Source: an optimization exercise on an open RTL-to-GDS flow (aim: small area, a short achievable clock period and few clock cycles per item). Production flows keep margins and buffers that such runs may drop. The RTL was checked by simulation tests, not by an equivalence proof against the original design. The clock port is modelled as an ideal driver; clocking choices that lean on that would not hold on a real chip.

Setup of job 8195:
Design hdu_top, start of the top module:
module hdu_top (
    input  wire        clk,
    input  wire        rst,         
    input  wire        in_valid,
    output wire        in_ready,
    input  wire [31:0] in_cmd,
    input  wire [31:0] in_opa,
    input  wire [31:0] in_opb,
    output reg         out_valid,
    output wire [31:0] out_result,
    output wire [31:0] out_status
);
    localparam [2:0] OP_HD  = 3'd1;
    localparam [2:0] OP_CFG = 3'd2;
    localparam [2:0] OP_ENC = 3'd3;
    localparam [2:0] OP_DEC = 3'd4;
    localparam [2:0] C_ILLEGAL   = 3'd1;
    localparam [2:0] C_BAD_MOD   = 3'd2;
    localparam [2:0] C_BAD_THR   = 3'd3;
    localparam [2:0] C_NOT_CFG   = 3'd4;
    localparam [2:0] C_SYM_RANGE = 3'd5;
    assign in_ready = 1'b1;
    reg        s1_valid;
    reg        s1_ok;           
    reg [2:0]  s1_op;           
    reg [31:0] s1_x;            
    reg [5:0]  s1_b;            
    reg        s1_bz;           
    wire hd_sel = (in_cmd[3:0] == 4'd1);
    always @(posedge clk) begin
        if (rst) s1_valid <= 1'b0;
        else     s1_valid <= in_valid;
        s1_ok <= (in_cmd[31:3] == 29'd0);
        s1_op <= in_cmd[2:0];
        s1_x  <= in_opa ^ (in_opb & {32{hd_sel}});
        s1_b  <= in_opb[5:0];
        s1_bz <= (in_opb[31:6] == 26'd0);
    end
    reg        cfg_valid;
    reg        cfg_mod;
    reg [5:0]  cfg_thresh;
    reg        hit;
    reg        fault;
    reg [2:0]  cause;
    reg [30:0] result;          
    assign out_result = {1'b0, result};
    assign out_status = {fault, 12'd0, cause, 2'd0, cfg_thresh, 5'd0,
                         cfg_mod, cfg_valid, hit};
    wire [31:0] c = s1_x;
    wire [5:0]  wc;             
    wire [31:0] t;              
    wire [3:0]  bp0, bp1;       
    hdu_popcount32 u_pc (.v(c), .w(wc), .t(t), .a(bp0), .b(bp1));
    wire [3:0] t0 = t[3:0];
    wire [3:0] t1 = t[7:4];
    wire [3:0] t2 = t[11:8];
    wire [3:0] t3 = t[15:12];
    wire [3:0] t4 = t[19:16];
    wire [3:0] t5 = t[23:20];
  ...
Size in the first run: about 920 cells after synthesis, roughly 89 flip-flops, about 170 I/O pins, ~7400 µm² of cells after synthesis.
clock: 44.0 ns
lec_check: 0
abc_area: 1
abc_clock_period_in_ps: 9000
cap_margin: 20
core_margin: 2
core_utilization: 40
slew_margin: 20
standard.sh (not shown) runs the stock make flow with config.mk's settings and CLKGATE_MAP_FILE= SYNTH_SCRIPT=/design/flow/synth_recipe.tcl, a recipe that flattens the netlist after the stock synthesis.
==> flow/flow/run.sh <==
#!/bin/bash
# The standard layout (standard.sh), with these changes to how the layout
# is made (constraints untouched):
#  - synthesis runs Yosys's synth with -noabc, so the full adders written in
#    the RTL reach extract_fa without the polarity changes abc -fast makes,
#    extract_fa takes full adders only, and the final ABC mapping uses an
#    area script (flow/synth_abc.tcl,
#    flow/abc_area_strong.script);
#  - ports are buffered with sky130_fd_sc_hd__buf_1;
#  - clock tree: larger sink clusters, small clock buffers, no dummy loads;
#  - before clock tree synthesis, the flip-flops that drive both an output
#    port and internal logic are sized up (flow/upsize_out_ffs.tcl);
#  - repair_timing over-fixes setup by the margin in flow/margin.txt.
set -o pipefail
export SETUP_SLACK_MARGIN=$(cat flow/margin.txt)
export BUFFER_PORTS_ARGS="-buffer_cell sky130_fd_sc_hd__buf_1"
export PRE_CTS_TCL=$PWD/flow/upsize_out_ffs.tcl
export CTS_ARGS="-sink_clustering_enable -repair_clock_nets -dont_use_dummy_load -sink_clustering_size 24 -sink_clustering_max_diameter 60 -buf_list {sky130_fd_sc_hd__clkbuf_4 sky130_fd_sc_hd__clkbuf_8} -root_buf sky130_fd_sc_hd__clkbuf_8"
sed "s|@WORK@|$PWD|g" flow/synth_abc.tcl > synth_abc.tcl
bash standard.sh SYNTH_ARGS=-noabc SYNTH_SCRIPT=$PWD/synth_abc.tcl finish > standard.log 2>&1
==> flow/flow/abc_area_strong.script <==
strash
dch -f
map -a
mfs2
strash
dch -f
map -a
topo
dnsize -c
==> flow/flow/margin.txt <==
34.0
==> flow/flow/synth_abc.tcl <==
# The standard flow's synthesis script (synth_recipe.tcl in the work folder), run with two
# changes: extract_fa extracts full adders only (half adders are left to ABC,
# which absorbs their inversions), and Yosys's abc call maps with
# flow/abc_area_strong.script instead of the script ORFS picks.  Everything else, including the synth wrapper that
# skips the fsm and share passes, the flattening and the renaming, is
# synth_recipe.tcl's own text.
set fh [open @WORK@/synth_recipe.tcl]; set bsrc [read $fh]; close $fh
set fh [open $::env(SCRIPTS_DIR)/synth.tcl]; set ssrc [read $fh]; close $fh
set old {log_cmd abc {*}$abc_args}
if {[string first $old $ssrc] < 0} { error "synth_abc.tcl: abc call not found in synth.tcl" }
set ssrc [string map [list $old {log_cmd abc -script @WORK@/flow/abc_area_strong.script {*}[lrange $abc_args 2 end]}] $ssrc]
set old {extract_fa {*}[dont_use_extract_fa_args]}
if {[string first $old $ssrc] < 0} { error "synth_abc.tcl: extract_fa call not found in synth.tcl" }
set ssrc [string map [list $old {extract_fa -fa}] $ssrc]
set line {source $::env(SCRIPTS_DIR)/synth.tcl}
if {[string first $line $bsrc] < 0} { error "synth_abc.tcl: synth.tcl not sourced by synth_recipe.tcl" }
set fh [open @WORK@/synth_patched.tcl w]; puts $fh $ssrc; close $fh
set bsrc [string map [list $line "source @WORK@/synth_patched.tcl"] $bsrc]
eval $bsrc
==> flow/flow/upsize_out_ffs.tcl <==
# Size up the flip-flops that drive an output port's buffer and also logic
# inside the design (three or more loads; eight or more get the larger
# size): their clock-to-output delay, slowed by that load, is the longest
# path to the outputs.
set ups {}
set ups4 {}
foreach p [get_ports {out_*}] {
  foreach inst [get_fanin -to $p -startpoints_only -only_cells] {
    if {[catch {set ref [get_name [get_lib_cells -of_objects $inst]]}]} { continue }
    if {$ref ne "sky130_fd_sc_hd__dfxtp_1"} { continue }
    set name [get_full_name $inst]
    set loads [get_pins -of_objects [get_nets -of_objects [get_pins $name/Q]] -filter "direction==input"]
    if {[llength $loads] >= 8} {
      lappend ups4 $name
    } elseif {[llength $loads] >= 3} {
      lappend ups $name
    }
  }
}
foreach i [lsort -unique $ups] {
  replace_cell [get_cells $i] sky130_fd_sc_hd__dfxtp_2
  puts "upsized $i to dfxtp_2"
}
foreach i [lsort -unique $ups4] {
  replace_cell [get_cells $i] sky130_fd_sc_hd__dfxtp_4
  puts "upsized $i to dfxtp_4"
}
Testbench counts of job 8195, summed over its fixed seeds: cycles 16,016, items 16,000.
Here is what was changed in the inputs of job 8144 compared with job 8195.
==> flow/flow/margin.txt <==
33.7
--- a/flow/flow/upsize_out_ffs.tcl
+++ b/flow/flow/upsize_out_ffs.tcl
@@ -2,3 +2,2 @@
-# inside the design (three or more loads; eight or more get the larger
-# size): their clock-to-output delay, slowed by that load, is the longest
-# path to the outputs.
+# inside the design (three or more loads): their clock-to-output delay,
+# slowed by that load, is the longest path to the outputs.
@@ -6 +4,0 @@
-set ups4 {}
@@ -13,5 +11 @@
-    if {[llength $loads] >= 8} {
-      lappend ups4 $name
-    } elseif {[llength $loads] >= 3} {
-      lappend ups $name
-    }
+    if {[llength $loads] >= 3} { lappend ups $name }
@@ -24,4 +17,0 @@
-foreach i [lsort -unique $ups4] {
-  replace_cell [get_cells $i] sky130_fd_sc_hd__dfxtp_4
-  puts "upsized $i to dfxtp_4"
-}
[summary]
- Setup slack of the most critical reg-to-reg path delta for job 8144 relative to job 8195: 0.20 ns lower
- The maximum clock frequency of job 8144 is lower than that of job 8195.
- Summary of job 8144 over job 8195: weighted congestion at the end of routability-driven global placement moved up; growth of design area from synthesis to finish went down by 0.48 points.
Edits applied to the flow inputs when going from job 8144 to job 1488:
--- a/flow/flow/run.sh
+++ b/flow/flow/run.sh
@@ -6,2 +6 @@
-#    extract_fa takes full adders only, and the final ABC mapping uses an
-#    area script (flow/synth_abc.tcl,
+#    and the final ABC mapping uses an area script (flow/synth_abc.tcl,
@@ -11,2 +9,0 @@
-#  - before clock tree synthesis, the flip-flops that drive both an output
-#    port and internal logic are sized up (flow/upsize_out_ffs.tcl);
@@ -17 +13,0 @@
-export PRE_CTS_TCL=$PWD/flow/upsize_out_ffs.tcl
--- a/flow/flow/synth_abc.tcl
+++ b/flow/flow/synth_abc.tcl
@@ -1,4 +1,3 @@
-# The standard flow's synthesis script (synth_recipe.tcl in the work folder), run with two
-# changes: extract_fa extracts full adders only (half adders are left to ABC,
-# which absorbs their inversions), and Yosys's abc call maps with
-# flow/abc_area_strong.script instead of the script ORFS picks.  Everything else, including the synth wrapper that
+# The standard flow's synthesis script (synth_recipe.tcl in the work folder), run with one
+# change: Yosys's abc call maps with flow/abc_area_strong.script instead of
+# the script ORFS picks.  Everything else, including the synth wrapper that
@@ -12,3 +10,0 @@
-set old {extract_fa {*}[dont_use_extract_fa_args]}
-if {[string first $old $ssrc] < 0} { error "synth_abc.tcl: extract_fa call not found in synth.tcl" }
-set ssrc [string map [list $old {extract_fa -fa}] $ssrc]
removed: flow/flow/upsize_out_ffs.tcl
### Flow results
Result for job 1488 and job 8144: all clean
Synthesis-to-layout area growth: job 8144 vs job 1488, no meaningful difference
Per the comparison of job 1488 with job 8144, timing-limited maximum frequency higher, die width moved up.
Launch point of the worst path: cfg_thresh[4] -> job 1488, cfg_mod -> job 8144
Input-level comparison between job 9160 and job 1488:
--- a/flow/flow/run.sh
+++ b/flow/flow/run.sh
@@ -6 +6,2 @@
-#    and the final ABC mapping uses an area script (flow/synth_abc.tcl,
+#    extract_fa takes full adders only, and the final ABC mapping uses an
+#    area script (flow/synth_abc.tcl,
@@ -9,0 +11,2 @@
+#  - before clock tree synthesis, the flip-flops that drive both an output
+#    port and internal logic are sized up (flow/upsize_out_ffs.tcl);
@@ -13,0 +17 @@
+export PRE_CTS_TCL=$PWD/flow/upsize_out_ffs.tcl
--- a/flow/flow/abc_area_strong.script
+++ b/flow/flow/abc_area_strong.script
@@ -0,0 +1,4 @@
+strash
+dch -f
+map -a
+mfs2
==> flow/flow/margin.txt <==
34.0
--- a/flow/flow/synth_abc.tcl
+++ b/flow/flow/synth_abc.tcl
@@ -1,3 +1,4 @@
-# The standard flow's synthesis script (synth_recipe.tcl in the work folder), run with one
-# change: Yosys's abc call maps with flow/abc_area_strong.script instead of
-# the script ORFS picks.  Everything else, including the synth wrapper that
+# The standard flow's synthesis script (synth_recipe.tcl in the work folder), run with two
+# changes: extract_fa extracts full adders only (half adders are left to ABC,
+# which absorbs their inversions), and Yosys's abc call maps with
+# flow/abc_area_strong.script instead of the script ORFS picks.  Everything else, including the synth wrapper that
@@ -10,0 +12,3 @@
+set old {extract_fa {*}[dont_use_extract_fa_args]}
+if {[string first $old $ssrc] < 0} { error "synth_abc.tcl: extract_fa call not found in synth.tcl" }
+set ssrc [string map [list $old {extract_fa -fa}] $ssrc]
==> flow/flow/upsize_out_ffs.tcl (new file) <==
# Size up the flip-flops that drive an output port's buffer and also logic
# inside the design (three or more loads; eight or more get the larger
# size): their clock-to-output delay, slowed by that load, is the longest
# path to the outputs.
set ups {}
set ups4 {}
foreach p [get_ports {out_*}] {
  foreach inst [get_fanin -to $p -startpoints_only -only_cells] {
    if {[catch {set ref [get_name [get_lib_cells -of_objects $inst]]}]} { continue }
    if {$ref ne "sky130_fd_sc_hd__dfxtp_1"} { continue }
    set name [get_full_name $inst]
    set loads [get_pins -of_objects [get_nets -of_objects [get_pins $name/Q]] -filter "direction==input"]
    if {[llength $loads] >= 8} {
      lappend ups4 $name
    } elseif {[llength $loads] >= 3} {
      lappend ups $name
    }
  }
}
foreach i [lsort -unique $ups] {
  replace_cell [get_cells $i] sky130_fd_sc_hd__dfxtp_2
  puts "upsized $i to dfxtp_2"
}
foreach i [lsort -unique $ups4] {
  replace_cell [get_cells $i] sky130_fd_sc_hd__dfxtp_4
  puts "upsized $i to dfxtp_4"
}
==> comparison <==
The flow did not stop early for job 9160: all stages ran, and the layout cleared the timing, design-rule and antenna checks. Compared job 1488 against job 9160; vias after detailed routing within noise. From job 1488 to job 9160 the numbers moved as follows: count of input and output buffers held, count of placed standard cells in the final layout, fillers left out went up 1.1%, worst setup timing slack at the placement stage rose by 0.40 ns. Of job 1488 and job 9160, job 1488 shows the higher total standard cell area after synthesis, with job 9160 below it. [compare] base=job 1488 new=job 9160: wire length -about 0.9%; count of TritonRoute iterations in the first routing pass -1; synthesized cell count +2.3%.
diff inputs: job 9160 => job 9034
--- a/flow/flow/run.sh
+++ b/flow/flow/run.sh
@@ -6,2 +6 @@
-#    extract_fa takes full adders only, and the final ABC mapping uses an
-#    area script (flow/synth_abc.tcl,
+#    and the final ABC mapping uses an area script (flow/synth_abc.tcl,
==> flow/flow/abc_area_strong.script <==
strash
dch -f
map -a
mfs2
strash
dch -f
map -a
topo
dnsize -c
==> flow/flow/margin.txt <==
33.7
--- a/flow/flow/synth_abc.tcl
+++ b/flow/flow/synth_abc.tcl
@@ -1,4 +1,3 @@
-# The standard flow's synthesis script (synth_recipe.tcl in the work folder), run with two
-# changes: extract_fa extracts full adders only (half adders are left to ABC,
-# which absorbs their inversions), and Yosys's abc call maps with
-# flow/abc_area_strong.script instead of the script ORFS picks.  Everything else, including the synth wrapper that
+# The standard flow's synthesis script (synth_recipe.tcl in the work folder), run with one
+# change: Yosys's abc call maps with flow/abc_area_strong.script instead of
+# the script ORFS picks.  Everything else, including the synth wrapper that
@@ -12,3 +10,0 @@
-set old {extract_fa {*}[dont_use_extract_fa_args]}
-if {[string first $old $ssrc] < 0} { error "synth_abc.tcl: extract_fa call not found in synth.tcl" }
-set ssrc [string map [list $old {extract_fa -fa}] $ssrc]
--- a/flow/flow/upsize_out_ffs.tcl
+++ b/flow/flow/upsize_out_ffs.tcl
@@ -2,3 +2,2 @@
-# inside the design (three or more loads; eight or more get the larger
-# size): their clock-to-output delay, slowed by that load, is the longest
-# path to the outputs.
+# inside the design (three or more loads): their clock-to-output delay,
+# slowed by that load, is the longest path to the outputs.
@@ -6 +4,0 @@
-set ups4 {}
@@ -13,5 +11 @@
-    if {[llength $loads] >= 8} {
-      lappend ups4 $name
-    } elseif {[llength $loads] >= 3} {
-      lappend ups $name
-    }
+    if {[llength $loads] >= 3} { lappend ups $name }
@@ -24,4 +17,0 @@
-foreach i [lsort -unique $ups4] {
-  replace_cell [get_cells $i] sky130_fd_sc_hd__dfxtp_4
-  puts "upsized $i to dfxtp_4"
-}
Results
In terms of hold slack, job 9160 and job 9034 differ only marginally.
Job 9034 vs job 9160: critical path depth down in job 9034
Job 9034 -> job 9160: TritonCTS buffer count delta 0, exact match
What job 4239 does differently from job 9034 at the input level:
--- a/flow/flow/run.sh
+++ b/flow/flow/run.sh
@@ -10,2 +9,0 @@
-#  - before clock tree synthesis, the flip-flops that drive both an output
-#    port and internal logic are sized up (flow/upsize_out_ffs.tcl);
@@ -16 +13,0 @@
-export PRE_CTS_TCL=$PWD/flow/upsize_out_ffs.tcl
@@ -18,2 +15 @@
-sed "s|@WORK@|$PWD|g" flow/synth_abc.tcl > synth_abc.tcl
-bash standard.sh SYNTH_ARGS=-noabc SYNTH_SCRIPT=$PWD/synth_abc.tcl finish > standard.log 2>&1
+bash standard.sh SYNTH_ARGS=-noabc SYNTH_SCRIPT=$PWD/flow/synth_abc.tcl finish > standard.log 2>&1
==> flow/flow/margin.txt <==
34
--- a/flow/flow/synth_abc.tcl
+++ b/flow/flow/synth_abc.tcl
@@ -6 +6 @@
-set fh [open @WORK@/synth_recipe.tcl]; set bsrc [read $fh]; close $fh
+set fh [open synth_recipe.tcl]; set bsrc [read $fh]; close $fh
@@ -10 +10 @@
-set ssrc [string map [list $old {log_cmd abc -script @WORK@/flow/abc_area_strong.script {*}[lrange $abc_args 2 end]}] $ssrc]
+set ssrc [string map [list $old {log_cmd abc -script [file normalize flow/abc_area_strong.script] {*}[lrange $abc_args 2 end]}] $ssrc]
@@ -13,2 +13,2 @@
-set fh [open @WORK@/synth_patched.tcl w]; puts $fh $ssrc; close $fh
-set bsrc [string map [list $line "source @WORK@/synth_patched.tcl"] $bsrc]
+set fh [open synth_patched.tcl w]; puts $fh $ssrc; close $fh
+set bsrc [string map [list $line "source [file normalize synth_patched.tcl]"] $bsrc]
removed: flow/flow/upsize_out_ffs.tcl
==> comparison <==
Job 4239 did not finish; a tool error ended it in synthesis.

-- static timing again, ports no longer ideal --
In the flow no input, the clock included, has a driving cell. The finished layouts below were timed again as built, in two steps.
Step 1 (the two cells are an assumption about what drives the block):
set clk [get_ports {clk}]
set_driving_cell -lib_cell sky130_fd_sc_hd__clkbuf_16 $clk
set_driving_cell -lib_cell sky130_fd_sc_hd__buf_2 [delete_from_list [all_inputs] $clk]
Step 2 adds t to the input delays and takes it off the output delays; t is the mean of the earliest and latest rising clock arrival at the registers after step 1. Input paths then give back, and output paths get back, about the clock's delay inside the block.
Slacks: ideal / step 1 / step 2; pairs: ideal / step 1.
run	t (ns)	setup slack, ns	latest minus earliest clock arrival (ns)	slew at the worst register clock pin (ns)
job 8195	0.405	34.100 / 34.060 / 33.985	0.029 / 0.030	0.10 / 0.10
job 8144	0.393	33.990 / 33.953 / 33.934	0.033 / 0.033	0.10 / 0.10
job 1488	0.394	34.080 / 34.041 / 33.836	0.025 / 0.025	0.09 / 0.09
job 9160	0.399	34.173 / 34.169 / 33.791	0.027 / 0.027	0.09 / 0.09
job 9034	0.394	34.207 / 34.168 / 33.837	0.023 / 0.023	0.09 / 0.09
After both steps setup and hold are still met in every run listed. The setup slack of job 9160, which loses most, moves by -0.004 ns with the drivers and by -0.382 ns with both steps.
